What follows belongs to an exercise in optimizing a design on an open flow for small area, a short achievable clock period and few clock cycles per item; a production flow would make more cautious choices.
Function was checked by simulation only, so behaviour that the tests miss may differ from the original.

## flow/config.mk

```make
export PLATFORM = sky130hd
export DESIGN_NAME = oblv_ks
export DESIGN_NICKNAME = oblv_ks
export VERILOG_FILES = /design/flow/design.v
export SDC_FILE = /design/flow/constraint.sdc
export NUM_CORES = 4
export LEC_CHECK = 0
export CAP_MARGIN = 20
export CELL_PAD_IN_SITES_DETAIL_PLACEMENT = 1
export CELL_PAD_IN_SITES_GLOBAL_PLACEMENT = 2
export CORE_MARGIN = 2
export CORE_UTILIZATION = 25
export PLACE_DENSITY = 0.32
export SLEW_MARGIN = 20
```

## flow/constraint.sdc

```tcl
create_clock -name core_clock -period 9.0 [get_ports {clk}]
set_input_delay 1.8000 -clock core_clock [delete_from_list [all_inputs] [get_ports {clk}]]
set_output_delay 1.8000 -clock core_clock [all_outputs]
set_load 0.01 [all_outputs]
```

## flow/design.v

```verilog
module oblv_ks (
  input             clk,
  input             rst_n,
  input             cmd_valid,
  output            cmd_ready,
  input             cmd_op,        
  input      [15:0] cmd_len,
  input      [31:0] cmd_iv,
  input             din_valid,
  output            din_ready,
  input      [7:0]  din,
  output            dout_valid,
  input             dout_ready,
  output     [7:0]  dout,
  output     [31:0] iv_out
);
  localparam [31:0] SEED = 32'hc65053f2;    
  localparam [127:0] RK0  = 128'h000000b4000000060000000800000013;
  localparam [127:0] RK14 = 128'h51e54695cfdd3da03dcbb39a1f2a4614;
  function automatic [7:0] aes_sbox;
    input [7:0] a;
    reg U0, U1, U2, U3, U4, U5, U6, U7;
    reg T1, T2, T3, T4, T5, T6, T7, T8, T9, T10, T11, T12;
    reg T13, T14, T15, T16, T17, T18, T19, T20, T21, T22, T23, T24;
    reg T25, T26, T27, M1, M2, M3, M4, M5, M6, M7, M8, M9;
    reg M10, M11, M12, M13, M14, M15, M16, M17, M18, M19, M20, M21;
    reg M22, M23, M24, M25, M26, M27, M28, M29, M30, M31, M32, M33;
    reg M34, M35, M36, M37, M38, M39, M40, M41, M42, M43, M44, M45;
    reg M46, M47, M48, M49, M50, M51, M52, M53, M54, M55, M56, M57;
    reg M58, M59, M60, M61, M62, M63, L0, L1, L2, L3, L4, L5;
    reg L6, L7, L8, L9, L10, L11, L12, L13, L14, L15, L16, L17;
    reg L18, L19, L20, L21, L22, L23, L24, L25, L26, L27, L28, L29;
    reg S0, S1, S2, S3, S4, S5, S6, S7;
    begin
      {U0, U1, U2, U3, U4, U5, U6, U7} = a;
      T1 = U0 ^ U3;
      T2 = U0 ^ U5;
      T3 = U0 ^ U6;
      T4 = U3 ^ U5;
      T5 = U4 ^ U6;
      T6 = T1 ^ T5;
      T7 = U1 ^ U2;
      T8 = U7 ^ T6;
      T9 = U7 ^ T7;
      T10 = T6 ^ T7;
      T11 = U1 ^ U5;
      T12 = U2 ^ U5;
      T13 = T3 ^ T4;
      T14 = T6 ^ T11;
      T15 = T5 ^ T11;
      T16 = T5 ^ T12;
      T17 = T9 ^ T16;
      T18 = U3 ^ U7;
      T19 = T7 ^ T18;
      T20 = T1 ^ T19;
      T21 = U6 ^ U7;
      T22 = T7 ^ T21;
      T23 = T2 ^ T22;
      T24 = T2 ^ T10;
      T25 = T20 ^ T17;
      T26 = T3 ^ T16;
      T27 = T1 ^ T12;
      M1 = T13 & T6;
      M2 = T23 & T8;
      M3 = T14 ^ M1;
      M4 = T19 & U7;
      M5 = M4 ^ M1;
      M6 = T3 & T16;
      M7 = T22 & T9;
      M8 = T26 ^ M6;
      M9 = T20 & T17;
      M10 = M9 ^ M6;
      M11 = T1 & T15;
      M12 = T4 & T27;
      M13 = M12 ^ M11;
      M14 = T2 & T10;
      M15 = M14 ^ M11;
      M16 = M3 ^ M2;
      M17 = M5 ^ T24;
      M18 = M8 ^ M7;
      M19 = M10 ^ M15;
      M20 = M16 ^ M13;
      M21 = M17 ^ M15;
      M22 = M18 ^ M13;
      M23 = M19 ^ T25;
      M24 = M22 ^ M23;
      M25 = M22 & M20;
      M26 = M21 ^ M25;
      M27 = M20 ^ M21;
      M28 = M23 ^ M25;
      M29 = M28 & M27;
      M30 = M26 & M24;
      M31 = M20 & M23;
      M32 = M27 & M31;
      M33 = M27 ^ M25;
      M34 = M21 & M22;
      M35 = M24 & M34;
      M36 = M24 ^ M25;
      M37 = M21 ^ M29;
      M38 = M32 ^ M33;
      M39 = M23 ^ M30;
      M40 = M35 ^ M36;
      M41 = M38 ^ M40;
      M42 = M37 ^ M39;
      M43 = M37 ^ M38;
      M44 = M39 ^ M40;
      M45 = M42 ^ M41;
      M46 = M44 & T6;
      M47 = M40 & T8;
      M48 = M39 & U7;
      M49 = M43 & T16;
      M50 = M38 & T9;
      M51 = M37 & T17;
      M52 = M42 & T15;
      M53 = M45 & T27;
      M54 = M41 & T10;
      M55 = M44 & T13;
      M56 = M40 & T23;
      M57 = M39 & T19;
      M58 = M43 & T3;
      M59 = M38 & T22;
      M60 = M37 & T20;
      M61 = M42 & T1;
      M62 = M45 & T4;
      M63 = M41 & T2;
      L0 = M61 ^ M62;
      L1 = M50 ^ M56;
      L2 = M46 ^ M48;
      L3 = M47 ^ M55;
      L4 = M54 ^ M58;
      L5 = M49 ^ M61;
      L6 = M62 ^ L5;
      L7 = M46 ^ L3;
      L8 = M51 ^ M59;
      L9 = M52 ^ M53;
      L10 = M53 ^ L4;
      L11 = M60 ^ L2;
      L12 = M48 ^ M51;
      L13 = M50 ^ L0;
      L14 = M52 ^ M61;
      L15 = M55 ^ L1;
      L16 = M56 ^ L0;
      L17 = M57 ^ L1;
      L18 = M58 ^ L8;
      L19 = M63 ^ L4;
      L20 = L0 ^ L1;
      L21 = L1 ^ L7;
      L22 = L3 ^ L12;
      L23 = L18 ^ L2;
      L24 = L15 ^ L9;
      L25 = L6 ^ L10;
      L26 = L7 ^ L9;
      L27 = L8 ^ L10;
      L28 = L11 ^ L14;
      L29 = L11 ^ L17;
      S0 = L6 ^ L24;
      S1 = ~(L16 ^ L26);
      S2 = ~(L19 ^ L28);
      S3 = L6 ^ L21;
      S4 = L20 ^ L22;
      S5 = L25 ^ L29;
      S6 = ~(L13 ^ L27);
      S7 = ~(L6 ^ L23);
      aes_sbox = {S0, S1, S2, S3, S4, S5, S6, S7};
    end
  endfunction
  function automatic [7:0] iv_sbox;
    input [7:0] a;
    begin
      case (a)
        8'h00: iv_sbox = 8'hec;
        8'h01: iv_sbox = 8'h3f;
        8'h02: iv_sbox = 8'h77;
        8'h03: iv_sbox = 8'ha4;
        8'h04: iv_sbox = 8'h45;
        8'h05: iv_sbox = 8'hd0;
        8'h06: iv_sbox = 8'h71;
        8'h07: iv_sbox = 8'hbf;
        8'h08: iv_sbox = 8'hb7;
        8'h09: iv_sbox = 8'h98;
        8'h0a: iv_sbox = 8'h20;
        8'h0b: iv_sbox = 8'hfc;
        8'h0c: iv_sbox = 8'h4b;
        8'h0d: iv_sbox = 8'he9;
        8'h0e: iv_sbox = 8'hb3;
        8'h0f: iv_sbox = 8'he1;
        8'h10: iv_sbox = 8'h5c;
        8'h11: iv_sbox = 8'h22;
        8'h12: iv_sbox = 8'hf7;
        8'h13: iv_sbox = 8'h0c;
        8'h14: iv_sbox = 8'h44;
        8'h15: iv_sbox = 8'h1b;
        8'h16: iv_sbox = 8'h81;
        8'h17: iv_sbox = 8'hbd;
        8'h18: iv_sbox = 8'h63;
        8'h19: iv_sbox = 8'h8d;
        8'h1a: iv_sbox = 8'hd4;
        8'h1b: iv_sbox = 8'hc3;
        8'h1c: iv_sbox = 8'hf2;
        8'h1d: iv_sbox = 8'h10;
        8'h1e: iv_sbox = 8'h19;
        8'h1f: iv_sbox = 8'he0;
        8'h20: iv_sbox = 8'hfb;
        8'h21: iv_sbox = 8'ha1;
        8'h22: iv_sbox = 8'h6e;
        8'h23: iv_sbox = 8'h66;
        8'h24: iv_sbox = 8'hea;
        8'h25: iv_sbox = 8'hae;
        8'h26: iv_sbox = 8'hd6;
        8'h27: iv_sbox = 8'hce;
        8'h28: iv_sbox = 8'h06;
        8'h29: iv_sbox = 8'h18;
        8'h2a: iv_sbox = 8'h4e;
        8'h2b: iv_sbox = 8'heb;
        8'h2c: iv_sbox = 8'h78;
        8'h2d: iv_sbox = 8'h95;
        8'h2e: iv_sbox = 8'hdb;
        8'h2f: iv_sbox = 8'hba;
        8'h30: iv_sbox = 8'hb6;
        8'h31: iv_sbox = 8'h42;
        8'h32: iv_sbox = 8'h7a;
        8'h33: iv_sbox = 8'h2a;
        8'h34: iv_sbox = 8'h83;
        8'h35: iv_sbox = 8'h0b;
        8'h36: iv_sbox = 8'h54;
        8'h37: iv_sbox = 8'h67;
        8'h38: iv_sbox = 8'h6d;
        8'h39: iv_sbox = 8'he8;
        8'h3a: iv_sbox = 8'h65;
        8'h3b: iv_sbox = 8'he7;
        8'h3c: iv_sbox = 8'h2f;
        8'h3d: iv_sbox = 8'h07;
        8'h3e: iv_sbox = 8'hf3;
        8'h3f: iv_sbox = 8'haa;
        8'h40: iv_sbox = 8'h27;
        8'h41: iv_sbox = 8'h7b;
        8'h42: iv_sbox = 8'h85;
        8'h43: iv_sbox = 8'hb0;
        8'h44: iv_sbox = 8'h26;
        8'h45: iv_sbox = 8'hfd;
        8'h46: iv_sbox = 8'h8b;
        8'h47: iv_sbox = 8'ha9;
        8'h48: iv_sbox = 8'hfa;
        8'h49: iv_sbox = 8'hbe;
        8'h4a: iv_sbox = 8'ha8;
        8'h4b: iv_sbox = 8'hd7;
        8'h4c: iv_sbox = 8'hcb;
        8'h4d: iv_sbox = 8'hcc;
        8'h4e: iv_sbox = 8'h92;
        8'h4f: iv_sbox = 8'hda;
        8'h50: iv_sbox = 8'hf9;
        8'h51: iv_sbox = 8'h93;
        8'h52: iv_sbox = 8'h60;
        8'h53: iv_sbox = 8'h2d;
        8'h54: iv_sbox = 8'hdd;
        8'h55: iv_sbox = 8'hd2;
        8'h56: iv_sbox = 8'ha2;
        8'h57: iv_sbox = 8'h9b;
        8'h58: iv_sbox = 8'h39;
        8'h59: iv_sbox = 8'h5f;
        8'h5a: iv_sbox = 8'h82;
        8'h5b: iv_sbox = 8'h21;
        8'h5c: iv_sbox = 8'h4c;
        8'h5d: iv_sbox = 8'h69;
        8'h5e: iv_sbox = 8'hf8;
        8'h5f: iv_sbox = 8'h31;
        8'h60: iv_sbox = 8'h87;
        8'h61: iv_sbox = 8'hee;
        8'h62: iv_sbox = 8'h8e;
        8'h63: iv_sbox = 8'had;
        8'h64: iv_sbox = 8'h8c;
        8'h65: iv_sbox = 8'h6a;
        8'h66: iv_sbox = 8'hbc;
        8'h67: iv_sbox = 8'hb5;
        8'h68: iv_sbox = 8'h6b;
        8'h69: iv_sbox = 8'h59;
        8'h6a: iv_sbox = 8'h13;
        8'h6b: iv_sbox = 8'hf1;
        8'h6c: iv_sbox = 8'h04;
        8'h6d: iv_sbox = 8'h00;
        8'h6e: iv_sbox = 8'hf6;
        8'h6f: iv_sbox = 8'h5a;
        8'h70: iv_sbox = 8'h35;
        8'h71: iv_sbox = 8'h79;
        8'h72: iv_sbox = 8'h48;
        8'h73: iv_sbox = 8'h8f;
        8'h74: iv_sbox = 8'h15;
        8'h75: iv_sbox = 8'hcd;
        8'h76: iv_sbox = 8'h97;
        8'h77: iv_sbox = 8'h57;
        8'h78: iv_sbox = 8'h12;
        8'h79: iv_sbox = 8'h3e;
        8'h7a: iv_sbox = 8'h37;
        8'h7b: iv_sbox = 8'hff;
        8'h7c: iv_sbox = 8'h9d;
        8'h7d: iv_sbox = 8'h4f;
        8'h7e: iv_sbox = 8'h51;
        8'h7f: iv_sbox = 8'hf5;
        8'h80: iv_sbox = 8'ha3;
        8'h81: iv_sbox = 8'h70;
        8'h82: iv_sbox = 8'hbb;
        8'h83: iv_sbox = 8'h14;
        8'h84: iv_sbox = 8'h75;
        8'h85: iv_sbox = 8'hc2;
        8'h86: iv_sbox = 8'hb8;
        8'h87: iv_sbox = 8'h72;
        8'h88: iv_sbox = 8'hc0;
        8'h89: iv_sbox = 8'hed;
        8'h8a: iv_sbox = 8'h7d;
        8'h8b: iv_sbox = 8'h68;
        8'h8c: iv_sbox = 8'hc9;
        8'h8d: iv_sbox = 8'h2e;
        8'h8e: iv_sbox = 8'h0d;
        8'h8f: iv_sbox = 8'h62;
        8'h90: iv_sbox = 8'h46;
        8'h91: iv_sbox = 8'h17;
        8'h92: iv_sbox = 8'h11;
        8'h93: iv_sbox = 8'h4d;
        8'h94: iv_sbox = 8'h6c;
        8'h95: iv_sbox = 8'hc4;
        8'h96: iv_sbox = 8'h7e;
        8'h97: iv_sbox = 8'h53;
        8'h98: iv_sbox = 8'hc1;
        8'h99: iv_sbox = 8'h25;
        8'h9a: iv_sbox = 8'hc7;
        8'h9b: iv_sbox = 8'h9a;
        8'h9c: iv_sbox = 8'h1c;
        8'h9d: iv_sbox = 8'h88;
        8'h9e: iv_sbox = 8'h58;
        8'h9f: iv_sbox = 8'h2c;
        8'ha0: iv_sbox = 8'h89;
        8'ha1: iv_sbox = 8'hdc;
        8'ha2: iv_sbox = 8'h02;
        8'ha3: iv_sbox = 8'h64;
        8'ha4: iv_sbox = 8'h40;
        8'ha5: iv_sbox = 8'h01;
        8'ha6: iv_sbox = 8'h5d;
        8'ha7: iv_sbox = 8'h38;
        8'ha8: iv_sbox = 8'ha5;
        8'ha9: iv_sbox = 8'he2;
        8'haa: iv_sbox = 8'haf;
        8'hab: iv_sbox = 8'h55;
        8'hac: iv_sbox = 8'hd5;
        8'had: iv_sbox = 8'hef;
        8'hae: iv_sbox = 8'h1a;
        8'haf: iv_sbox = 8'h7c;
        8'hb0: iv_sbox = 8'ha7;
        8'hb1: iv_sbox = 8'h5b;
        8'hb2: iv_sbox = 8'ha6;
        8'hb3: iv_sbox = 8'h6f;
        8'hb4: iv_sbox = 8'h86;
        8'hb5: iv_sbox = 8'h9f;
        8'hb6: iv_sbox = 8'h73;
        8'hb7: iv_sbox = 8'he6;
        8'hb8: iv_sbox = 8'h0a;
        8'hb9: iv_sbox = 8'hde;
        8'hba: iv_sbox = 8'h2b;
        8'hbb: iv_sbox = 8'h99;
        8'hbc: iv_sbox = 8'h4a;
        8'hbd: iv_sbox = 8'h47;
        8'hbe: iv_sbox = 8'h9c;
        8'hbf: iv_sbox = 8'hdf;
        8'hc0: iv_sbox = 8'h09;
        8'hc1: iv_sbox = 8'h76;
        8'hc2: iv_sbox = 8'h9e;
        8'hc3: iv_sbox = 8'h30;
        8'hc4: iv_sbox = 8'h0e;
        8'hc5: iv_sbox = 8'he4;
        8'hc6: iv_sbox = 8'hb2;
        8'hc7: iv_sbox = 8'h94;
        8'hc8: iv_sbox = 8'ha0;
        8'hc9: iv_sbox = 8'h3b;
        8'hca: iv_sbox = 8'h34;
        8'hcb: iv_sbox = 8'h1d;
        8'hcc: iv_sbox = 8'h28;
        8'hcd: iv_sbox = 8'h0f;
        8'hce: iv_sbox = 8'h36;
        8'hcf: iv_sbox = 8'he3;
        8'hd0: iv_sbox = 8'h23;
        8'hd1: iv_sbox = 8'hb4;
        8'hd2: iv_sbox = 8'h03;
        8'hd3: iv_sbox = 8'hd8;
        8'hd4: iv_sbox = 8'h90;
        8'hd5: iv_sbox = 8'hc8;
        8'hd6: iv_sbox = 8'h3c;
        8'hd7: iv_sbox = 8'hfe;
        8'hd8: iv_sbox = 8'h5e;
        8'hd9: iv_sbox = 8'h32;
        8'hda: iv_sbox = 8'h24;
        8'hdb: iv_sbox = 8'h50;
        8'hdc: iv_sbox = 8'h1f;
        8'hdd: iv_sbox = 8'h3a;
        8'hde: iv_sbox = 8'h43;
        8'hdf: iv_sbox = 8'h8a;
        8'he0: iv_sbox = 8'h96;
        8'he1: iv_sbox = 8'h41;
        8'he2: iv_sbox = 8'h74;
        8'he3: iv_sbox = 8'hac;
        8'he4: iv_sbox = 8'h52;
        8'he5: iv_sbox = 8'h33;
        8'he6: iv_sbox = 8'hf0;
        8'he7: iv_sbox = 8'hd9;
        8'he8: iv_sbox = 8'h29;
        8'he9: iv_sbox = 8'h80;
        8'hea: iv_sbox = 8'hb1;
        8'heb: iv_sbox = 8'h16;
        8'hec: iv_sbox = 8'hd3;
        8'hed: iv_sbox = 8'hab;
        8'hee: iv_sbox = 8'h91;
        8'hef: iv_sbox = 8'hb9;
        8'hf0: iv_sbox = 8'h84;
        8'hf1: iv_sbox = 8'h7f;
        8'hf2: iv_sbox = 8'h61;
        8'hf3: iv_sbox = 8'h1e;
        8'hf4: iv_sbox = 8'hcf;
        8'hf5: iv_sbox = 8'hc5;
        8'hf6: iv_sbox = 8'hd1;
        8'hf7: iv_sbox = 8'h56;
        8'hf8: iv_sbox = 8'h3d;
        8'hf9: iv_sbox = 8'hca;
        8'hfa: iv_sbox = 8'hf4;
        8'hfb: iv_sbox = 8'h05;
        8'hfc: iv_sbox = 8'hc6;
        8'hfd: iv_sbox = 8'he5;
        8'hfe: iv_sbox = 8'h08;
        8'hff: iv_sbox = 8'h49;
        default: iv_sbox = 8'h00;
      endcase
    end
  endfunction
  function automatic [127:0] round_key;
    input [3:0] r;
    begin
      round_key = ({128{r == 4'd1}}  & 128'h00000052000000330000000f0000001b)
                | ({128{r == 4'd2}}  & 128'h006363cb0063637f0063637900636371)
                | ({128{r == 4'd3}}  & 128'h63fbfb6a63fbfb3863fbfb0b63fbfb04)
                | ({128{r == 4'd4}}  & 128'h02fb0fb102986c7a02fb0f0502986c7c)
                | ({128{r == 4'd5}}  & 128'h770f769514f48dff770f76c714f48dcc)
                | ({128{r == 4'd6}}  & 128'h2af5768e280e793f2a961545286d1a40)
                | ({128{r == 4'd7}}  & 128'he5e6387892e94eed861dc312f112b5d5)
                | ({128{r == 4'd8}}  & 128'hbcd98ebb962cf835be22810a94b4944f)
                | ({128{r == 4'd9}}  & 128'h653519b880d321c0123a6f2d9427ac3f)
                | ({128{r == 4'd10}} & 128'h6c2ef50fd0f77bb446db8381f8f9028b)
                | ({128{r == 4'd11}} & 128'h33ca1d1c56ff04a4d62c2564c4164a49)
                | ({128{r == 4'd12}} & 128'h9e387b35f2168e3a22e1f58e643a760f)
                | ({128{r == 4'd13}} & 128'h7c0857034fc24a1f193d4ebbcf116bdf);
    end
  endfunction
  function automatic [7:0] xtime;
    input [7:0] a;
    begin
      xtime = {a[6:0], 1'b0} ^ (a[7] ? 8'h1b : 8'h00);
    end
  endfunction
  function automatic [127:0] sub_shift;
    input [127:0] s;
    integer i;
    begin
      for (i = 0; i < 16; i = i + 1)
        sub_shift[8*i +: 8] = aes_sbox(s[8*((i % 4) + 4 * (((i / 4) + (i % 4)) % 4)) +: 8]);
    end
  endfunction
  function automatic [127:0] mix_columns;
    input [127:0] s;
    reg   [7:0]   a0, a1, a2, a3, t;
    integer       c;
    begin
      for (c = 0; c < 4; c = c + 1) begin
        a0 = s[32*c +: 8]; a1 = s[32*c+8 +: 8]; a2 = s[32*c+16 +: 8]; a3 = s[32*c+24 +: 8];
        t = a0 ^ a1 ^ a2 ^ a3;
        mix_columns[32*c +:  8] = a0 ^ t ^ xtime(a0 ^ a1);
        mix_columns[32*c+8 +: 8] = a1 ^ t ^ xtime(a1 ^ a2);
        mix_columns[32*c+16 +: 8] = a2 ^ t ^ xtime(a2 ^ a3);
        mix_columns[32*c+24 +: 8] = a3 ^ t ^ xtime(a3 ^ a0);
      end
    end
  endfunction
  reg [31:0]  iv;            
  reg [31:0]  civ;           
  reg         ev;
  reg [1:0]   ev_step;
  reg [1:0]   ev_ph;
  reg [7:0]   ev_r;          
  reg [7:0]   ev_n2;         
  reg [127:0] st;            
  reg [3:0]   rnd;           
  reg         e_act;         
  reg         e_tile;        
  reg         pend;          
  reg [15:0]  e_rem;         
  reg [3:0]   e_end;         
  reg [6:0]   e_blk;         
  reg         e_first;       
  reg [127:0] ks;
  reg         ks_v;
  reg [3:0]   bidx;
  reg [3:0]   ks_end;
  reg [7:0]   dout_r;
  reg         dout_v;
  reg [7:0]   sk_r;
  reg         sk_v;
  assign cmd_ready  = !ev && !pend && (!e_act || e_rem == 16'd0);
  assign din_ready  = ks_v && !sk_v;
  assign dout_valid = dout_v;
  assign dout       = dout_r;
  assign iv_out     = iv;
  wire cmd_fire = cmd_valid && cmd_ready;
  wire din_fire = din_valid && din_ready;
  wire [127:0] t_ss    = sub_shift(st);
  wire         last_r  = (rnd == 4'd14);
  wire         load_r  = (rnd == 4'd0) || last_r;
  wire [127:0] u_rnd   = mix_columns(t_ss) ^ round_key(rnd);
  wire [127:0] blk_in  = e_tile ? {civ, civ, civ, civ} : ks;
  wire ks_free   = !ks_v || (din_fire && bidx == ks_end);
  wire fin       = e_act && last_r && ks_free;
  wire ks_far    = ks_v && bidx == 4'd0 && ks_end == 4'd15;
  wire chunk_end = e_first ? (e_blk == 7'd90) : (e_blk == 7'd91);
  wire        n_tile  = pend || chunk_end;
  wire [6:0]  n_blk   = n_tile ? 7'd0 : e_blk + 7'd1;
  wire        n_first = pend || (!chunk_end && e_first);
  wire        n_short = !n_first && n_blk == 7'd91;    
  wire [4:0]  n_lc    = n_short ? 5'd4 : 5'd16;
  wire        n_lastb = e_rem <= {11'd0, n_lc};
  wire        c_start = pend && (!e_act || fin);
  wire        go      = (c_start || fin) && e_rem != 16'd0;
  always @(posedge clk) begin
    st <= load_r ? blk_in ^ RK0 : u_rnd;
    if (fin)
      ks <= t_ss ^ RK14;
  end
  always @(posedge clk) begin
    if (!rst_n) begin
      e_act <= 1'b0;
      pend  <= 1'b0;
      ks_v  <= 1'b0;
    end else begin
      if (cmd_fire && cmd_op) begin
        pend  <= 1'b1;
        e_rem <= cmd_len;
      end
      if (rnd == 4'd0) begin
        if (e_act && !ks_far)
          rnd <= 4'd1;
      end else if (last_r) begin
        rnd <= fin ? 4'd0 : 4'd1;
      end else begin
        rnd <= rnd + 4'd1;
      end
      if (c_start)
        pend <= 1'b0;
      if (fin) begin
        ks_end <= e_end;
        bidx   <= 4'd0;
        ks_v   <= 1'b1;
        e_act  <= 1'b0;
      end else if (din_fire) begin
        bidx <= bidx + 4'd1;
        if (bidx == ks_end)
          ks_v <= 1'b0;
      end
      if (go) begin
        e_act   <= 1'b1;
        e_tile  <= n_tile;
        rnd     <= 4'd0;
        e_blk   <= n_blk;
        e_first <= n_first;
        if (n_lastb) begin
          e_end <= e_rem[3:0] - 4'd1;
          e_rem <= 16'd0;
        end else begin
          e_end <= n_lc[3:0] - 4'd1;
          e_rem <= e_rem - {11'd0, n_lc};
        end
      end
    end
  end
  wire [7:0] ev_x  = civ[8*ev_step +: 8];
  wire [7:0] ev_in = (ev_ph == 2'd0) ? iv[15:8] : (ev_ph == 2'd1) ? iv[31:24] : ev_x;
  wire [7:0] n0 = iv[7:0];
  wire [7:0] n1 = iv[15:8] - (iv[23:16] ^ ev_r);
  wire [7:0] n3 = (iv[31:24] - n0) + ev_r;
  wire [31:0] ev_w = {n3, ev_n2, n1, n0};
  always @(posedge clk) begin
    if (!rst_n) begin
      iv <= 32'h0;
      ev <= 1'b0;
    end else if (cmd_fire && !cmd_op) begin
      iv <= cmd_iv;
    end else if (c_start) begin
      civ     <= iv;
      iv      <= SEED;
      ev      <= 1'b1;
      ev_step <= 2'd0;
      ev_ph   <= 2'd0;
    end else if (ev) begin
      ev_ph <= ev_ph + 2'd1;
      if (ev_ph != 2'd3)
        ev_r <= iv_sbox(ev_in);
      case (ev_ph)
        2'd1: iv[7:0] <= iv[7:0] + (ev_r - ev_x);
        2'd2: ev_n2 <= (ev_r + ev_x) ^ iv[23:16];
        2'd3: begin
          iv      <= {ev_w[28:0], ev_w[31:29]};
          ev_step <= ev_step + 2'd1;
          if (ev_step == 2'd3)
            ev <= 1'b0;
        end
        default: ;
      endcase
    end
  end
  wire [7:0] ks_byte = ks[8*bidx +: 8];
  wire [7:0] x_byte  = din ^ ks_byte;
  always @(posedge clk) begin
    if (!rst_n) begin
      dout_v <= 1'b0;
      sk_v   <= 1'b0;
    end else if (dout_v && !dout_ready) begin
      if (din_fire) begin
        sk_r <= x_byte;
        sk_v <= 1'b1;
      end
    end else if (sk_v) begin
      dout_r <= sk_r;
      dout_v <= 1'b1;
      sk_v   <= 1'b0;
    end else begin
      dout_v <= din_fire;
      if (din_fire)
        dout_r <= x_byte;
    end
  end
endmodule
```

## flow/flow/run.sh

```bash
#!/bin/bash
# The standard layout (standard.sh), with one change in synthesis: abc maps
# with flow/abc_nf.script. Registers and everything after synthesis are as
# in the standard flow.
set -euo pipefail
HERE=$(pwd)
cat flow/abc_wrap.tcl synth_recipe.tcl > my_synth.tcl
export MY_ABC_SCRIPT=$HERE/flow/abc_nf.script
sed "s#SYNTH_SCRIPT=[^ ]*#SYNTH_SCRIPT=$HERE/my_synth.tcl#" standard.sh > my_standard.sh
bash my_standard.sh "$@" > make_flow.log 2>&1
```

## flow/flow/abc_nf.script

```
strash
&get -n
&fraig -x
&put
scorr
dc2
strash
&get -n
&dch -f
&nf
&put
buffer -c
topo
stime -c
upsize -c
dnsize -c
```

## flow/flow/abc_wrap.tcl

```tcl
# Put before synth_recipe.tcl: abc maps with flow/abc_nf.script (area-oriented
# &nf mapping) instead of the ORFS script; everything else is unchanged.
proc abc {args} {
  set i [lsearch -exact $args -script]
  if {$i >= 0} {
    set args [lreplace $args $i [expr {$i + 1}] -script $::env(MY_ABC_SCRIPT)]
  }
  yosys abc {*}$args
}
```

## flow/standard.sh

```bash
#!/bin/bash
# synth_recipe.tcl (not shown) runs the flow's synth.tcl, then flattens the netlist and writes it again
# the make line also repeats each setting of config.mk as NAME=value (left out here)
make -C /OpenROAD-flow-scripts/flow DESIGN_CONFIG=/design/flow/config.mk WORK_HOME=/design/flow/orfs CLKGATE_MAP_FILE= SYNTH_SCRIPT=/design/flow/synth_recipe.tcl "${@:-finish}"
```

==> reports/results.md, run 1 <==
## STA
* 1.25 ns — pin slew with the least headroom to its limit
* 0.816 — portion of the clock cycle consumed by the worst path in the final layout
* 0.158 — worst max-slew margin expressed relative to the limit
* 7.34 ns — shortest clock period the worst path allows after layout
* no — unrepaired setup endpoints after global routing
* 0 — final setup violation count
* 0 — Final Hold Violating Endpoints
* 0 — max-slew violations
* 136 MHz — fmax
* 0.0531 ns — clock tree skew after final layout
* 0 ns — Fin Setup TNS

## Layout
* 0.0773 — fraction of final layout cells with drive strength greater than 1
* 0.0520 sq mm — total non-filler cell area in the finished layout
* 0.285 — utilization of the core after routing
* 5233 — Final Net Count
* 13.7% — area overhead of the layout relative to synthesis

## Worst hold path
* ks_end[3] — endpoint of the worst hold-timing path
* 0 — Hold Path Stages
* e_end[3] — HP Start
* reg -> reg — class of the most critical hold timing path

## Place
* 0.0500 sq mm — cell area after placement
* 188 mm — half-perimeter wire length after placement
* 0.933 — Final Wtd Congestion
* 104 — total of buffers placed on input and output ports

## Logic synthesis
* 9.19 sq um — synthesized area per cell
* 0.182 — share of the synthesized area in the top cell type
* 4981 — Syn Inst Count
* 0 — share of synthesized flip-flops with an asynchronous set or reset
* 1 — Yosys warning count
* 953 x xnor2_1, 426 x nand2_1, 411 x xor2_1, 368 x nor2_1, 287 x o21ai_0 — Post-synth top cells
* 0.228 — proportion of synthesized chip area in sequential cells
* 237 — number of enable flip-flop cells after synthesis
* edfxtp_1 — most frequently used flop master after synthesis
* xnor2_1 18%, edfxtp_1 16%, xnor3_1 9.5%, xor2_1 7.9%, dfxtp_1 7.3% — biggest area contributors in the synthesized netlist
* 104 — unique cell type count in the Yosys netlist
* 0.0458 sq mm — combined area of all synthesized cells
* xnor2_1 — cell taking the most area after synthesis
* 5155 — Synth Net Count
* 403 — register bit count reported by yosys
* xnor2_1 — most repeated cell in the gate-level netlist after synthesis

## Clocking
* 0.06 ns — clock-pin slew reported for the worst setup and hold paths after clock tree synthesis
* 403 — number of sinks handled by clock tree synthesis
* 58 — number of buffers created by CTS
* 0.71 ns — insertion delay to the later sink of the worst-skew pair
* 0 — Post CTS Setup Buffer Count
* yes — CTS tree
* 3 — deepest clock path buffer count
* 2 — htree depth
* 0 — Resize count post-CTS
* clkbuf_16 — clock root buffer master
* 0 — hold bufs inserted after CTS

## Global routing
* 322 mm — global-route wire length before repair
* 0.424 — met2 global-route usage
* 0.317 — global-route met1 utilization
* 130 — maximum number of pins on one net before global-route repair
* 40.0k — via count of the first global-routing pass
* 0 — Congestion Overflow GR
* 14 — number of antenna violations at the first check in global routing
* 0.242 — overall global routing resource usage
* met2 — busiest metal layer after global routing
* 0.0188 — met3 routing resource usage after global routing

## Floorplanning
* 432 um — width of the die
* 105 — IO Pins
* 157 — number of placement rows
* 0.251 — starting density of the core
* 0.187 sq mm — full die area
* 432 um — chip height
* 0.182 sq mm — placeable core area

## Routing
* 229 mm — final wirelength
* 30.6 um — detailed-route wire length per cell
* 0 — Post-DRT Antenna Nets
* 5 — first-pass detailed-route iteration total
* 4.99 — routed vias/inst
* 0 — DRC violation count after routing
* 37.4k — number of vias in the routed layout
* 2099 — 1st-iter DRT viols

## Job
* 0 — max-capacitance violation count

## Setup path
* 8 — maximum fanout encountered on the critical timing path
* st[74] — endpoint of the lowest-slack register-to-register path
* flip-flop — type of origin of the critical path
* reg -> reg — worst setup path category
* 1.66 ns — worst reg-to-reg setup slack
* st[63] — Crit Reg-Reg Startpoint
* flip-flop — CP Capture Type
* 18 — length in cells of the worst reg-to-reg path
* 7.82 ns — data arrival time of the worst path
* 9.48 ns — CP required

## Status
* timing/DRC/antenna clean — run status

## worst max path at each step
| stage | start | endpoint | slack [ns] | cells past startpoint |
|---|---|---|---|---|
| after global placement | st[97] | st[119] | 1.43 | 17 |
| after detailed placement | st[63] | st[73] | 1.58 | 18 |
| after CTS | st[63] | st[73] | 1.51 | 18 |
| after global routing | st[63] | st[73] | 1.07 | 18 |
| after floorplan | din_valid | e_rem[0] | 0.48 | 10 |
| final | st[63] | st[74] | 1.66 | 18 |
## area by class of cell
cell class                 count  area (sq um)
fill                       21000        130000
multi-input combinational   4219         34100
sequential                   403         10400
timing repair buffer         202          1790
inverter                     175           657
clock inverter                27           417
antenna                        5          12.5
clock buffer                  83          1650
tap                         2385          2980
## cells in the final DEF (no fill, tap or decap), types with 96 or more instances in the layout
| cell | netlist | final |
|---|---|---|
| inv_1 | 173 | 173 |
| clkdlybuf4s50_1 | 0 | 104 |
| nand2_1 | 426 | 426 |
| xnor3_1 | 193 | 193 |
| a21oi_1 | 243 | 237 |
| xor2_1 | 411 | 410 |
| buf_4 | 2 | 97 |
| xnor2_1 | 953 | 948 |
| dfxtp_1 | 166 | 166 |
| o21ai_0 | 287 | 285 |
| edfxtp_1 | 237 | 237 |
| nor2_1 | 368 | 365 |
| ha_1 | 96 | 96 |
## registers in the layout (all words and copies together) (netlist names), 2 cells and up
name	cells
ks	128
st	128
civ	32
iv	32
e_rem	16
dout_r	8
ev_n2	8
ev_r	8
sk_r	8
e_blk	7
bidx	4
e_end	4
ks_end	4
rnd	4
ev_ph	2
ev_step	2
## worst max-delay path, stage by stage, from the launching register on
cell and delay, ns:
dfxtp_1 0.62, xor2_1 0.24, xnor2_1 0.57, xnor2_1 0.20, ha_1 0.26, or3_1 0.42
nand4_1 0.16, nor2b_1 0.50, o22ai_1 0.23, a221oi_1 0.61, o211ai_1 0.22, a21oi_1 0.20
xor2_1 0.49, xnor2_1 0.29, xnor3_1 0.64, xor2_1 0.25, xnor3_1 0.26, xnor3_1 0.28
a2bb2oi_1 0.66
## routing by layer
metal	vias to the layer above	share of wire
li1	17500	-
met1	19000	0.45
met2	690	0.49
met3	217	0.027
met4	4	0.032
met5	-	0.00012
## kinds of logic after synthesis
| group | synth area share |
|---|---|
| adder cells (fa/ha/maj) | 0.0332 |
| flip-flops | 0.228 |
| AO/OA/AOI/OAI | 0.140 |
| XOR/XNOR | 0.407 |
| buffers and inverters | 0.0302 |
| AND/OR/NAND/NOR | 0.140 |
| multiplexers | 0.0213 |
## stage by stage
stage               cells  worst slack, ns  hold slack [ns]
floorplan            4981            0.480            0.400
global placement     7384             1.43            0.411
detailed placement   7384             1.58            0.414
CTS                  7494             1.51            0.427
global route         7494             1.07            0.434
finish               7499             1.66            0.422
Testbench counts, summed over its fixed seeds: cycles 152,580, bytes 150,596.
==> run 2, diff against run 1 <==
--- a/flow/config.mk
+++ b/flow/config.mk
@@ -11,4 +11,5 @@
 export CORE_MARGIN = 2
 export CORE_UTILIZATION = 25
 export PLACE_DENSITY = 0.32
+export SETUP_SLACK_MARGIN = 2.2
 export SLEW_MARGIN = 20
==> reports/results.md, run 2 <==
## Status
* timing/DRC/antenna clean — run status

## Routing
* 2471 — 1st-iter DRT viols
* 229 mm — final wirelength
* 0 — DRC violation count after routing
* 0 — Post-DRT Antenna Nets
* 5 — first-pass detailed-route iteration total
* 30.5 um — detailed-route wire length per cell
* 5.01 — routed vias/inst
* 37.6k — number of vias in the routed layout

## STA
* 2.43 ns — final worst-path setup slack
* 0 — final setup violation count
* 0.731 — portion of the clock cycle consumed by the worst path in the final layout
* 0 ns — Fin Setup TNS
* 0.0344 ns — clock tree skew after final layout
* 0 — Final Hold Violating Endpoints
* 0 — max-slew violations
* yes — unrepaired setup endpoints after global routing
* 152 MHz — fmax
* 1.22 ns — pin slew with the least headroom to its limit
* 0.188 — worst max-slew margin expressed relative to the limit
* 0.468 ns — final-layout worst hold slack
* 6.57 ns — shortest clock period the worst path allows after layout

## Clocking
* clkbuf_16 — clock root buffer master
* 2 — htree depth
* 0.70 ns — insertion delay to the later sink of the worst-skew pair
* 0 — hold bufs inserted after CTS
* 59 — number of buffers created by CTS
* 0.06 ns — clock-pin slew reported for the worst setup and hold paths after clock tree synthesis
* 403 — number of sinks handled by clock tree synthesis
* yes — CTS tree
* 3 — deepest clock path buffer count

## Setup path
* flip-flop — CP Capture Type
* xnor2_1 — critical-path cell with the highest stage delay
* reg -> reg — worst setup path category
* 1 — combined buffer and inverter count along the critical path
* 19 — length in cells of the worst reg-to-reg path
* xor2_1 -> xnor2_2 -> xor2_1 -> inv_1 -> ha_1 -> or3_1 -> nand4_1 -> or4b_2 -> o41ai_1 -> a21o_1 -> o211ai_1 -> xnor2_1 -> xor2_1 -> xor2_1 -> xnor2_1 -> xor2_1 -> xor2_1 -> xnor2_1 -> o21ai_0 — crit-path cells
* xor2_1 — cell repeated most along the worst path
* 2.43 ns — worst reg-to-reg setup slack
* 0.85 ns — delay contributed by the slowest stage of the critical path
* 7.10 ns — data arrival time of the worst path
* flip-flop — type of origin of the critical path
* 19 — cell count along the critical path
* XOR/XNOR gates — Crit path max-delay family
* 9.53 ns — CP required
* 6 — maximum fanout encountered on the critical timing path

## Layout
* 0.0979 — fraction of final layout cells with drive strength greater than 1
* 15.4% — area overhead of the layout relative to synthesis
* 912 x xnor2_1, 426 x nand2_1, 386 x xor2_1 — most used cells in the layout excluding fill and tap cells
* 5231 — Final Net Count
* 0.0528 sq mm — total non-filler cell area in the finished layout
* xnor2_1 — most common cell after layout, fill and taps aside
* 0.289 — utilization of the core after routing
* ks: 128 flops, st: 128 flops — largest registers in the final layout

## Global routing
* 20 — number of antenna violations at the first check in global routing
* 0 — Congestion Overflow GR
* 0.420 — met2 global-route usage
* 39.8k — via count of the first global-routing pass
* 321 mm — global-route wire length before repair
* 0.0230 — met3 routing resource usage after global routing
* 0.241 — overall global routing resource usage
* 0.318 — global-route met1 utilization
* met2 — busiest metal layer after global routing
* 67 — maximum number of pins on one net before global-route repair

## Logic synthesis
* 0.182 — share of the synthesized area in the top cell type
* 4981 — Syn Inst Count
* xnor2_1 — most repeated cell in the gate-level netlist after synthesis
* 0.228 — proportion of synthesized chip area in sequential cells
* edfxtp_1 — most frequently used flop master after synthesis
* 5155 — Synth Net Count
* 9.19 sq um — synthesized area per cell
* xnor2_1 — cell taking the most area after synthesis
* 0 — share of synthesized flip-flops with an asynchronous set or reset
* 1 — Yosys warning count
* 237 — number of enable flip-flop cells after synthesis
* 403 — register bit count reported by yosys
* 953 x xnor2_1, 426 x nand2_1, 411 x xor2_1, 368 x nor2_1, 287 x o21ai_0 — Post-synth top cells
* 104 — unique cell type count in the Yosys netlist
* 0.0458 sq mm — combined area of all synthesized cells
* xnor2_1 18%, edfxtp_1 16%, xnor3_1 9.5%, xor2_1 7.9%, dfxtp_1 7.3% — biggest area contributors in the synthesized netlist

## Place
* 104 — total of buffers placed on input and output ports
* 1.73 ns — worst setup slack before clock tree synthesis
* 0.0499 sq mm — cell area after placement
* 188 mm — half-perimeter wire length after placement
* 0.905 — Final Wtd Congestion

## Floorplanning
* 105 — IO Pins
* 0.187 sq mm — full die area
* 432 um — width of the die
* 432 um — chip height
* 157 — number of placement rows
* 0.251 — starting density of the core
* 0.182 sq mm — placeable core area

## Worst hold path
* reg -> reg — class of the most critical hold timing path
* 0 — Hold Path Stages

## Job
* 0 — max-capacitance violation count

[run 2: worst reg2reg max path, cell delays in order, from the launching register on]
cell and delay [ns]:
dfxtp_1 0.51, xor2_1 0.35, xnor2_2 0.23, xor2_1 0.24
inv_1 0.07, ha_1 0.21, or3_1 0.42, nand4_1 0.14
or4b_2 0.68, o41ai_1 0.11, a21o_1 0.26, o211ai_1 0.19
xnor2_1 0.33, xor2_1 0.29, xor2_1 0.14, xnor2_1 0.85
xor2_1 0.59, xor2_1 0.18, xnor2_1 0.22, o21ai_0 0.42
[run 2: path summary, 6_finish.rpt]
check                 from         to
setup / recovery    st[15]    st[102]
hold reg to reg   e_end[0]  ks_end[0]
hold / removal    e_end[0]  ks_end[0]
setup reg to reg    st[15]    st[102]
[run 2: cells by family after synthesis]
kind of cell,Yosys count,synth area share
AO/OA/AOI/OAI,1024,0.140
AND/OR/NAND/NOR,1347,0.140
buffers and inverters,359,0.0302
XOR/XNOR,1672,0.407
adder cells (fa/ha/maj),112,0.0332
flip-flops,403,0.228
multiplexers,64,0.0213
[run 2: final cells by class]
class | instances | area [sq um]
flip-flops and latches | 403 | 10400
inverters | 175 | 657
repair buffers | 199 | 1750
multi-input cells | 4219 | 34800
fillers | 20800 | 130000
clock inverters | 41 | 579
well taps | 2385 | 2980
diodes | 10 | 25.0
clock buffers | 70 | 1560
[run 2: per-layer routing]
layer | vias to the layer above | routed length, um
met5 | - | 37
met1 | 19100 | 103000
li1 | 17500 | -
met3 | 217 | 7640
met4 | 6 | 6350
met2 | 744 | 112000
[run 2: what timing repair did]
| action | CTS | global route |
|---|---|---|
| endpoints found under the setup margin | 46 | 72 |
| resized for setup | 41 | 73 |
| pin swaps | 0 | 3 |
| setup buffers | 0 | 4 |
| cloned | 0 | 0 |
[run 2: through the flow]
| stage | instances |
|---|---|
| after floorplan | 4981 |
| after global placement | 7376 |
| after detailed placement | 7377 |
| after CTS | 7488 |
| after global routing | 7498 |
| final | 7502 |
==> run 3, diff against run 2 <==
==> flow/flow/abc_nf.script (replaced) <==
strash
dc2
dc2
strash
&get -n
&dch -f
&nf -R 1000
&put
buffer -c
topo
stime -c
upsize -c
dnsize -c
--- a/flow/config.mk
+++ b/flow/config.mk
@@ -9,7 +9,7 @@
 export CELL_PAD_IN_SITES_DETAIL_PLACEMENT = 1
 export CELL_PAD_IN_SITES_GLOBAL_PLACEMENT = 2
 export CORE_MARGIN = 2
-export CORE_UTILIZATION = 25
-export PLACE_DENSITY = 0.32
-export SETUP_SLACK_MARGIN = 2.2
+export CORE_UTILIZATION = 45
+export PLACE_DENSITY = 0.55
+export SETUP_SLACK_MARGIN = 2.5
 export SLEW_MARGIN = 20
==> reports/results.md, run 3 <==
## STA
* 159 MHz — fmax
* 0 — final setup violation count
* 0.0343 ns — clock tree skew after final layout
* 0 — max-slew violations
* 6.27 ns — shortest clock period the worst path allows after layout
* yes — unrepaired setup endpoints after global routing
* 2.73 ns — final worst-path setup slack
* 0 ns — Fin Setup TNS
* 1.25 ns — pin slew with the least headroom to its limit
* 0 — Final Hold Violating Endpoints
* 0.169 — worst max-slew margin expressed relative to the limit
* 0.697 — portion of the clock cycle consumed by the worst path in the final layout

## Logic synthesis
* 0.0419 sq mm — combined area of all synthesized cells
* 0.249 — proportion of synthesized chip area in sequential cells
* 85 — unique cell type count in the Yosys netlist
* 0 — share of synthesized flip-flops with an asynchronous set or reset
* 0.234 — share of the synthesized area in the top cell type
* 237 — number of enable flip-flop cells after synthesis
* xnor2_1 23%, edfxtp_1 17%, xor2_1 9.4%, dfxtp_1 7.9%, nand2_1 4.6% — biggest area contributors in the synthesized netlist
* 1 — Yosys warning count
* 1119 x xnor2_1, 513 x nand2_1, 451 x xor2_1, 439 x nor2_1, 324 x a21oi_1 — Post-synth top cells
* 5107 — Synth Net Count
* 403 — register bit count reported by yosys
* xnor2_1 — cell taking the most area after synthesis
* 8.49 sq um — synthesized area per cell
* xnor2_1 — most repeated cell in the gate-level netlist after synthesis
* 4933 — Syn Inst Count
* edfxtp_1 — most frequently used flop master after synthesis

## Place
* 1.05 — Final Wtd Congestion
* 2.48 ns — worst setup slack before clock tree synthesis
* 137 mm — half-perimeter wire length after placement
* 104 — total of buffers placed on input and output ports

## Layout
* 0.506 — utilization of the core after routing
* 10.9k — fillcell total
* 0.0305 sq mm — Multi-input gate area
* ks: 128 flops, st: 128 flops — largest registers in the final layout
* 0.0104 sq mm — area of all sequential standard cells
* xnor2_1 — most common cell after layout, fill and taps aside
* 1095 x xnor2_1, 512 x nand2_1, 447 x xor2_1 — most used cells in the layout excluding fill and tap cells
* 10.9% — area overhead of the layout relative to synthesis
* 5182 — Final Net Count
* 0.0775 — fraction of final layout cells with drive strength greater than 1

## Global routing
* 253 mm — global-route wire length before repair
* 11 — number of antenna violations at the first check in global routing
* 0.575 — met2 global-route usage
* 0 — Congestion Overflow GR
* 60 — maximum number of pins on one net before global-route repair
* met2 — busiest metal layer after global routing
* 0.358 — overall global routing resource usage
* 0.0652 — met3 routing resource usage after global routing
* 0.465 — global-route met1 utilization
* 37.5k — via count of the first global-routing pass

## Setup path
* 20 — cell count along the critical path
* st[87] — source of the critical timing path
* 9.42 ns — CP required
* reg -> reg — worst setup path category
* 0.55 ns — delay contributed by the slowest stage of the critical path
* 2.73 ns — worst reg-to-reg setup slack
* xnor2_1 -> xor2_2 -> xnor2_1 -> inv_1 -> ha_1 -> xnor2_1 -> xnor2_1 -> xnor2_1 -> inv_1 -> nor3_1 -> nor2_1 -> a22oi_1 -> nor2_1 -> xnor2_2 -> xor2_1 -> xnor2_2 -> xnor2_1 -> xnor2_1 -> xnor2_1 -> a22oi_1 — crit-path cells
* 2 — combined buffer and inverter count along the critical path
* flip-flop — CP Capture Type
* XOR/XNOR gates — Crit path max-delay family
* st[87] — Crit Reg-Reg Startpoint
* 6.69 ns — data arrival time of the worst path
* flip-flop — type of origin of the critical path
* 5 — maximum fanout encountered on the critical timing path
* xnor2_1 — cell repeated most along the worst path
* a22oi_1 — critical-path cell with the highest stage delay
* 20 — length in cells of the worst reg-to-reg path

## Floorplanning
* 111 — number of placement rows
* 0.0919 sq mm — placeable core area
* 309 um — width of the die
* 309 um — chip height
* 0.0956 sq mm — full die area
* 105 — IO Pins
* 0.456 — starting density of the core

## Clocking
* 51 — number of buffers created by CTS
* yes — CTS tree
* 2 — htree depth
* 3 — deepest clock path buffer count
* 0 — hold bufs inserted after CTS
* clkbuf_16 — clock root buffer master
* 0.62 ns — insertion delay to the later sink of the worst-skew pair
* 0.06 ns — clock-pin slew reported for the worst setup and hold paths after clock tree synthesis
* 403 — number of sinks handled by clock tree synthesis

## Routing
* 36.9k — number of vias in the routed layout
* 27.5 um — detailed-route wire length per cell
* 5.85 — routed vias/inst
* 6 — first-pass detailed-route iteration total
* 0 — Post-DRT Antenna Nets
* 0 — DRC violation count after routing
* 173 mm — final wirelength
* 3492 — 1st-iter DRT viols

## Job
* 0 — max-capacitance violation count

## Worst hold path
* e_end[1] — HP Start
* reg -> reg — class of the most critical hold timing path
* 0 — Hold Path Stages

## Status
* timing/DRC/antenna clean — run status

==> run 3: cell types whose count changed after synthesis, moves of 34 or more <==
cell / delta
nand2_1: +87
nor2b_1: -48
a21oi_1: +81
nor2_1: +71
xor2_1: +40
xnor2_1: +166
xnor2_2: +69
mux2i_1: +35
xnor3_1: -193
nor4_1: -34
xor3_1: -38
==> run 3: path summary, 6_finish.rpt <==
check	end
worst max-delay path	st[20]
worst min-delay path	ks_end[1]
worst max register to register	st[20]
worst min register to register	ks_end[1]
==> run 3: routing by layer <==
metal / wire (um) / part of all wire
met1: 71800 / 0.41
met2: 78000 / 0.45
met3: 13400 / 0.077
met4: 10100 / 0.058
met5: 55 / 0.00032
==> run 3: stage by stage <==
step	area, sq um	hold slack [ns]	instances
finish	46500	0.422	6296
global route	46500	0.427	6293
detailed placement	44500	0.406	6198
global placement	44500	0.402	6198
CTS	46200	0.420	6291
floorplan	41900	0.400	4933
==> run 3: cells by family after synthesis <==
group,after synthesis,synth area share
AO/OA/AOI/OAI,949,0.134
XOR/XNOR,1717,0.389
adder cells (fa/ha/maj),112,0.0363
buffers and inverters,352,0.0320
flip-flops,403,0.249
multiplexers,76,0.0217
AND/OR/NAND/NOR,1324,0.138
==> run 3: cell type report <==
type                            count  share of cell area
Antenna cell                        5            0.000269
Clock buffer                       71              0.0313
Clock inverter                     22             0.00509
Inverter                          198              0.0160
Multi-Input combinational cell   4178               0.655
Sequential cell                   403               0.225
Tap cell                         1243              0.0335
Timing Repair Buffer              176              0.0340
==> run 3: timing repair <==
action | CTS | global route
pin swaps | 0 | 1
resized for setup | 2 | 35
buffers inserted | 0 | 0
setup endpoints to repair | 2 | 41
gates cloned | 0 | 0
==> run 4, diff against run 3 <==
--- a/flow/config.mk
+++ b/flow/config.mk
@@ -11,5 +11,5 @@
 export CORE_MARGIN = 2
 export CORE_UTILIZATION = 45
 export PLACE_DENSITY = 0.55
-export SETUP_SLACK_MARGIN = 2.5
+export SETUP_SLACK_MARGIN = 3.5
 export SLEW_MARGIN = 20
==> reports/results.md, run 4 <==
## Status
* timing/DRC/antenna clean — run status

## Routing
* 5.98 — routed vias/inst
* 6 — first-pass detailed-route iteration total
* 0 — DRC violation count after routing
* 28.9 um — detailed-route wire length per cell
* 0 — Post-DRT Antenna Nets
* 38.7k — number of vias in the routed layout
* 187 mm — final wirelength
* 3807 — 1st-iter DRT viols

## Floorplanning
* 0.0956 sq mm — full die area
* 0.0919 sq mm — placeable core area
* 105 — IO Pins
* 309 um — chip height
* 309 um — width of the die
* 0.456 — starting density of the core
* 111 — number of placement rows

## Worst hold path
* 0 — Hold Path Stages
* e_end[0] — HP Start
* ks_end[0] — endpoint of the worst hold-timing path
* reg -> reg — class of the most critical hold timing path

## Layout
* 5370 — Final Net Count
* 858 x xnor2_1, 513 x nand2_1, 422 x nor2_1 — most used cells in the layout excluding fill and tap cells
* 0.0523 sq mm — total non-filler cell area in the finished layout
* xnor2_1 — most common cell after layout, fill and taps aside
* 0.197 — fraction of final layout cells with drive strength greater than 1
* 24.8% — area overhead of the layout relative to synthesis
* ks: 128 flops, st: 128 flops — largest registers in the final layout
* 0.0345 sq mm — Multi-input gate area
* 0.0105 sq mm — area of all sequential standard cells
* 0 — Inserted Diodes
* 10.4k — fillcell total

## Logic synthesis
* 237 — number of enable flip-flop cells after synthesis
* 85 — unique cell type count in the Yosys netlist
* edfxtp_1 — most frequently used flop master after synthesis
* 0.249 — proportion of synthesized chip area in sequential cells
* 1119 x xnor2_1, 513 x nand2_1, 451 x xor2_1, 439 x nor2_1, 324 x a21oi_1 — Post-synth top cells
* xnor2_1 — most repeated cell in the gate-level netlist after synthesis
* 8.49 sq um — synthesized area per cell
* 4933 — Syn Inst Count
* xnor2_1 — cell taking the most area after synthesis
* 0 — share of synthesized flip-flops with an asynchronous set or reset
* 403 — register bit count reported by yosys
* 0.234 — share of the synthesized area in the top cell type
* 5107 — Synth Net Count
* 0.0419 sq mm — combined area of all synthesized cells
* 1 — Yosys warning count
* xnor2_1 23%, edfxtp_1 17%, xor2_1 9.4%, dfxtp_1 7.9%, nand2_1 4.6% — biggest area contributors in the synthesized netlist

## Setup path
* 0.37 ns — delay contributed by the slowest stage of the critical path
* flip-flop — CP Capture Type
* 6.10 ns — data arrival time of the worst path
* 24 — length in cells of the worst reg-to-reg path
* xor2_4 -> xnor2_4 -> xnor2_2 -> ha_1 -> xnor2_1 -> xnor2_1 -> xnor2_2 -> nand2_1 -> o21ai_0 -> nand2_1 -> xnor2_2 -> xor2_1 -> nor2_1 -> xnor2_2 -> buf_4 -> xnor2_4 -> xnor2_4 -> buf_12 -> xnor2_4 -> xnor2_1 -> xnor2_1 -> o21ai_1 -> a21oi_2 -> a21oi_2 — crit-path cells
* st[62] — source of the critical timing path
* 3.34 ns — worst reg-to-reg setup slack
* flip-flop — type of origin of the critical path
* st[83] — endpoint of the lowest-slack register-to-register path
* dfxtp_2 — critical-path cell with the highest stage delay
* st[62] — Crit Reg-Reg Startpoint
* reg -> reg — worst setup path category
* 9.44 ns — CP required
* 6 — maximum fanout encountered on the critical timing path

## Clocking
* clkbuf_16 — clock root buffer master
* 0 — hold bufs inserted after CTS
* 403 — number of sinks handled by clock tree synthesis
* 3 — deepest clock path buffer count
* 52 — number of buffers created by CTS
* 0.65 ns — insertion delay to the later sink of the worst-skew pair
* yes — CTS tree
* 2 — htree depth
* 0.06 ns — clock-pin slew reported for the worst setup and hold paths after clock tree synthesis

## Job
* 0 — max-capacitance violation count

## Global routing
* 38.4k — via count of the first global-routing pass
* 78 — maximum number of pins on one net before global-route repair
* 6 — number of antenna violations at the first check in global routing
* 259 mm — global-route wire length before repair
* 0.366 — overall global routing resource usage
* 0 — Congestion Overflow GR

## Place
* 2.62 ns — worst setup slack before clock tree synthesis
* 1.05 — Final Wtd Congestion
* 136 mm — half-perimeter wire length after placement
* 104 — total of buffers placed on input and output ports
* 0.0445 sq mm — cell area after placement

## STA
* yes — unrepaired setup endpoints after global routing
* 5.66 ns — shortest clock period the worst path allows after layout
* 0 ns — Fin Setup TNS
* 3.34 ns — final worst-path setup slack
* 0.629 — portion of the clock cycle consumed by the worst path in the final layout
* 0.0455 ns — clock tree skew after final layout
* 0 — Final Hold Violating Endpoints
* 0 — max-slew violations
* 177 MHz — fmax
* 1.29 ns — pin slew with the least headroom to its limit
* 0 — final setup violation count
* 0.140 — worst max-slew margin expressed relative to the limit

-- run 4: changes by cell type in the layout (fill, tap and decap cells not counted), moves of 22 or more --
cell	before	now
xor2_4	3	42
xnor2_2	123	284
dfxtp_2	0	50
o21ai_0	257	235
xnor2_1	1095	858
xor2_1	447	362
buf_4	72	242
xor2_2	33	79
xnor2_4	16	92
dfxtp_1	166	109
-- run 4: logic make-up after synthesis --
logic type               count (synthesis)  share of synthesized area
buffers and inverters                  352                     0.0320
adder cells (fa/ha/maj)                112                     0.0363
AND/OR/NAND/NOR                       1324                      0.138
AO/OA/AOI/OAI                          949                      0.134
flip-flops                             403                      0.249
XOR/XNOR                              1717                      0.389
multiplexers                            76                     0.0217
-- run 4: area by class of cell --
class / instances / area share
tap: 1243 / 0.0297
clock buffer: 71 / 0.0288
sequential: 403 / 0.201
timing repair buffer: 363 / 0.0611
clock inverter: 27 / 0.00598
multi-input combinational: 4178 / 0.659
inverter: 198 / 0.0143
-- run 4: how the worst max path moves through the flow --
stage | depth (start not counted) | endpoint
after detailed placement | 21 | st[20]
after global routing | 21 | st[68]
after global placement | 19 | st[119]
after floorplan | 10 | e_rem[0]
final | 24 | st[83]
after CTS | 20 | st[23]
-- run 4: metrics by stage --
| stage | instances | util | hold WS [ns] |
|---|---|---|---|
| 5_1_grt | 6483 | 0.569 | 0.432 |
| 6_report | 6483 | 0.569 | 0.420 |
| 2_1_floorplan | 4933 | - | 0.400 |
| 3_5_place_dp | 6198 | 0.484 | 0.408 |
| 4_1_cts | 6358 | 0.531 | 0.422 |
| 3_3_place_gp | 6198 | 0.484 | 0.407 |
-- run 4: repair_timing --
action | CTS | global route
pin swaps | 48 | 106
buffers inserted | 62 | 125
resized for setup | 278 | 354
setup endpoints to repair | 116 | 129
endpoints found under the hold margin | 0 | 0
-- run 4: routing by layer --
metal  vias to the layer above  track usage  wire length [um]
met4                         4        0.177             11800
met1                     19100        0.472             73400
li1                      17000            -                 -
met3                       556       0.0667             16300
met5                         -            0                27
met2                      1992        0.591             85800
-- run 4: worst max-delay path, delay by kind of cell, from the launching register on --
family,cells,cell delay [ns]
simple gates,3,0.52
xor+xnor,14,3.16
flops,1,0.37
fa+ha+maj,1,0.29
compound gates,4,0.73
buf+inv,2,0.35
==> run 5, diff against run 4 <==
--- a/flow/config.mk
+++ b/flow/config.mk
@@ -9,7 +9,7 @@
 export CELL_PAD_IN_SITES_DETAIL_PLACEMENT = 1
 export CELL_PAD_IN_SITES_GLOBAL_PLACEMENT = 2
 export CORE_MARGIN = 2
-export CORE_UTILIZATION = 45
-export PLACE_DENSITY = 0.55
-export SETUP_SLACK_MARGIN = 3.5
+export CORE_UTILIZATION = 60
+export PLACE_DENSITY = 0.7
+export SETUP_SLACK_MARGIN = 3.0
 export SLEW_MARGIN = 20
==> reports/results.md, run 5 <==
## Logic synthesis
* 4933 — Syn Inst Count
* 237 — number of enable flip-flop cells after synthesis
* 8.49 sq um — synthesized area per cell
* 0.249 — proportion of synthesized chip area in sequential cells
* 0.234 — share of the synthesized area in the top cell type
* 1 — Yosys warning count
* 5107 — Synth Net Count
* xnor2_1 — cell taking the most area after synthesis
* 0 — share of synthesized flip-flops with an asynchronous set or reset
* edfxtp_1 — most frequently used flop master after synthesis
* 1119 x xnor2_1, 513 x nand2_1, 451 x xor2_1, 439 x nor2_1, 324 x a21oi_1 — Post-synth top cells
* xnor2_1 23%, edfxtp_1 17%, xor2_1 9.4%, dfxtp_1 7.9%, nand2_1 4.6% — biggest area contributors in the synthesized netlist
* 85 — unique cell type count in the Yosys netlist
* 403 — register bit count reported by yosys
* xnor2_1 — most repeated cell in the gate-level netlist after synthesis
* 0.0419 sq mm — combined area of all synthesized cells

## Status
* [ERROR GPL-0301] Utilization 105.803 % exceeds 100%. — Stop Error
* 3_1_place_gp_skip_io — halt point of the flow
* aborted with a tool error — run status

## Floorplanning
* 268 um — chip height
* 96 — number of placement rows
* 268 um — width of the die
* 0.609 — starting density of the core

[run 5: cell counts after synthesis]
Identical to the previous run, type by type.
[run 5: logic make-up after synthesis]
group                    synth area share
XOR/XNOR                            0.389
AO/OA/AOI/OAI                       0.134
buffers and inverters              0.0320
adder cells (fa/ha/maj)            0.0363
multiplexers                       0.0217
flip-flops                          0.249
AND/OR/NAND/NOR                     0.138
==> run 6, diff against run 5 <==
==> flow/config.mk (replaced) <==
export PLATFORM = sky130hd
export DESIGN_NAME = oblv_ks
export DESIGN_NICKNAME = oblv_ks
export VERILOG_FILES = /design/flow/design.v
export SDC_FILE = /design/flow/constraint.sdc
export NUM_CORES = 4
export LEC_CHECK = 0
export CAP_MARGIN = 20
export CELL_PAD_IN_SITES_DETAIL_PLACEMENT = 0
export CELL_PAD_IN_SITES_GLOBAL_PLACEMENT = 1
export CORE_MARGIN = 2
export CORE_UTILIZATION = 55
export PLACE_DENSITY = 0.65
export SETUP_SLACK_MARGIN = 3.0
export SLEW_MARGIN = 20
==> reports/results.md, run 6 <==
## Layout
* xnor2_1 — most common cell after layout, fill and taps aside
* 14.5% — area overhead of the layout relative to synthesis
* 6544 — fillcell total
* 1005 x xnor2_1, 513 x nand2_1, 438 x nor2_1 — most used cells in the layout excluding fill and tap cells
* ks: 128 flops, st: 128 flops — largest registers in the final layout
* 0.634 — utilization of the core after routing
* 0.113 — fraction of final layout cells with drive strength greater than 1
* 5251 — Final Net Count

## Logic synthesis
* 403 — register bit count reported by yosys
* 85 — unique cell type count in the Yosys netlist
* 8.49 sq um — synthesized area per cell
* 0.249 — proportion of synthesized chip area in sequential cells
* 5107 — Synth Net Count
* xnor2_1 — cell taking the most area after synthesis
* 1119 x xnor2_1, 513 x nand2_1, 451 x xor2_1, 439 x nor2_1, 324 x a21oi_1 — Post-synth top cells
* 0.389 — post-synthesis xor/xnor area fraction
* XOR/XNOR gates — combinational family with the most area after synthesis
* edfxtp_1 — most frequently used flop master after synthesis
* 237 — number of enable flip-flop cells after synthesis
* 4933 — Syn Inst Count
* xnor2_1 23%, edfxtp_1 17%, xor2_1 9.4%, dfxtp_1 7.9%, nand2_1 4.6% — biggest area contributors in the synthesized netlist
* xnor2_1 — most repeated cell in the gate-level netlist after synthesis
* 0.138 — area fraction in and, or, nand and nor cells after synthesis
* 0.234 — share of the synthesized area in the top cell type
* 1 — Yosys warning count
* 0.134 — area fraction in compound gates after synthesis
* 0.0363 — adder and majority cell fraction of the synthesized area
* 0.0217 — fraction of synthesized area in multiplexers
* 0 — share of synthesized flip-flops with an asynchronous set or reset
* 0.0419 sq mm — combined area of all synthesized cells

## Setup path
* st[24] — endpoint of the lowest-slack register-to-register path
* 6.22 ns — data arrival time of the worst path
* flip-flop — type of origin of the critical path
* 9.44 ns — CP required
* 20 — length in cells of the worst reg-to-reg path
* st[47] — source of the critical timing path
* a21oi_1 — critical-path cell with the highest stage delay
* st[47] — Crit Reg-Reg Startpoint
* xnor2_2 -> xnor2_1 -> xnor2_1 -> ha_1 -> xnor2_1 -> xnor2_1 -> xor2_2 -> nand2_1 -> a21oi_1 -> nor2_1 -> a22oi_1 -> nor2_1 -> xnor2_2 -> xor2_1 -> xnor2_2 -> xnor2_2 -> xor2_1 -> o21ai_0 -> a21oi_1 -> a21oi_1 — crit-path cells
* 9 — maximum fanout encountered on the critical timing path
* st[24] — worst setup path endpoint
* 0.50 ns — delay contributed by the slowest stage of the critical path
* flip-flop — CP Capture Type
* 3.22 ns — worst reg-to-reg setup slack
* reg -> reg — worst setup path category

## Worst hold path
* reg -> reg — class of the most critical hold timing path

## STA
* 0 — Final Hold Violating Endpoints
* yes — unrepaired setup endpoints after global routing
* 0 — final setup violation count
* 0 ns — Fin Setup TNS
* 5.78 ns — shortest clock period the worst path allows after layout
* 0.113 — worst max-slew margin expressed relative to the limit
* 1.33 ns — pin slew with the least headroom to its limit
* 173 MHz — fmax
* 0.0271 ns — clock tree skew after final layout
* 0 — max-slew violations
* 0.642 — portion of the clock cycle consumed by the worst path in the final layout
* 0.416 ns — final-layout worst hold slack

## Clocking
* 2 — htree depth
* 46 — number of buffers created by CTS
* 403 — number of sinks handled by clock tree synthesis
* yes — CTS tree
* 0.62 ns — insertion delay to the later sink of the worst-skew pair
* clkbuf_16 — clock root buffer master
* 3 — deepest clock path buffer count
* 0.06 ns — clock-pin slew reported for the worst setup and hold paths after clock tree synthesis

## Global routing
* 7 — number of antenna violations at the first check in global routing
* 75 — maximum number of pins on one net before global-route repair
* 237 mm — global-route wire length before repair
* 0 — Congestion Overflow GR
* 0.409 — overall global routing resource usage
* 36.0k — via count of the first global-routing pass

## Status
* timing/DRC/antenna clean — run status

## Floorplanning
* 0.0784 sq mm — full die area
* 0.0757 sq mm — placeable core area
* 280 um — width of the die
* 105 — IO Pins
* 280 um — chip height
* 0.553 — starting density of the core
* 101 — number of placement rows

## Routing
* 27.0 um — detailed-route wire length per cell
* 0 — Post-DRT Antenna Nets
* 165 mm — final wirelength
* 6.16 — routed vias/inst
* 0 — DRC violation count after routing
* 9 — first-pass detailed-route iteration total
* 4647 — 1st-iter DRT viols
* 37.5k — number of vias in the routed layout

## Place
* 1.11 — Final Wtd Congestion
* 104 — total of buffers placed on input and output ports
* 128 mm — half-perimeter wire length after placement

## Job
* 0 — max-capacitance violation count

run 6: metrics by stage:
stage / setup slack (ns) / instance area (sq um) / std cells
3_5_place_dp: 2.55 / 44400 / 5960
6_report: 3.22 / 48000 / 6096
3_3_place_gp: 2.52 / 44400 / 5960
2_1_floorplan: 3.60 / 41900 / 4933
5_1_grt: 2.95 / 48000 / 6093
4_1_cts: 2.93 / 46300 / 6050
run 6: kinds of logic after synthesis:
family          Yosys count
buf+inv                 352
fa+ha+maj               112
compound gates          949
xor+xnor               1717
simple gates           1324
flops                   403
mux                      76
run 6: per-layer routing:
metal,part of all wire,track usage
met5,0.00027,0
met4,0.077,0.249
met3,0.11,0.101
met2,0.43,0.622
met1,0.38,0.525
run 6: worst min path at each step:
stage	start	to	slack, ns	depth (start not counted)
6_report	e_end[1]	ks_end[1]	0.42	0
4_1_cts	e_end[1]	ks_end[1]	0.42	0
3_5_place_dp	e_end[1]	ks_end[1]	0.40	0
3_3_place_gp	e_end[1]	ks_end[1]	0.40	0
5_1_grt	e_end[1]	ks_end[1]	0.43	0
2_1_floorplan	e_end[0]	ks_end[0]	0.40	0
run 6: worst max-delay path: cells and delay by family (launching register included):
family	cells	cell delay (ns)
DFF	1	0.48
adders and majority gates	1	0.23
AOI/OAI and AO/OA	5	1.23
and+or+nand+nor	3	0.36
xor gates and xnor gates	11	3.29
run 6: layout make-up:
class / count / area, sq um / share of cell area
Inverter: 198 / 743 / 0.0155
Sequential cell: 403 / 10500 / 0.218
Antenna cell: 3 / 7.51 / 0.000156
Tap cell: 978 / 1220 / 0.0255
Timing Repair Buffer: 249 / 2200 / 0.0459
Multi-Input combinational cell: 4179 / 31700 / 0.660
Clock buffer: 57 / 1300 / 0.0271
Clock inverter: 29 / 362 / 0.00754
run 6: what timing repair did:
action / in CTS / in global routing
setup endpoints to repair: 36 / 111
gates resized for setup: 25 / 171
pin swaps: 3 / 22
hold buffers: 0 / 0
cloned: 0 / 1
setup buffers: 4 / 42

==> re-timing with driven ports <==
The flow's constraints put no driver on any port. The routed layouts listed below were extracted and timed again, unchanged, in two steps. Step 1 (the two cells are an assumption about what drives the block):
set clk [get_ports {clk}]
set_driving_cell -lib_cell sky130_fd_sc_hd__clkbuf_16 $clk
set_driving_cell -lib_cell sky130_fd_sc_hd__buf_2 [delete_from_list [all_inputs] $clk]
Step 2, shift: input delay + t, output delay - t, t = (earliest + latest rising clock arrival at the registers) / 2. This alone moves slack from input paths to output paths. Three values: ideal, step 1, step 2; two values: the first two.
run	t (ns)	setup slack, ns	slew at the worst register clock pin (ns)	worst data-port slew with drivers (ns)
run 1	0.764	1.656 / 1.656 / 1.656	0.08 / 0.08	0.08
run 2	0.768	2.425 / 2.425 / 2.425	0.07 / 0.07	0.08
run 3	0.676	2.730 / 2.730 / 2.730	0.07 / 0.07	0.08
run 4	0.700	3.340 / 3.340 / 3.340	0.07 / 0.07	0.07
run 6	0.680	3.218 / 3.218 / 3.218	0.07 / 0.07	0.05
After both steps setup and hold are still met in every run listed.
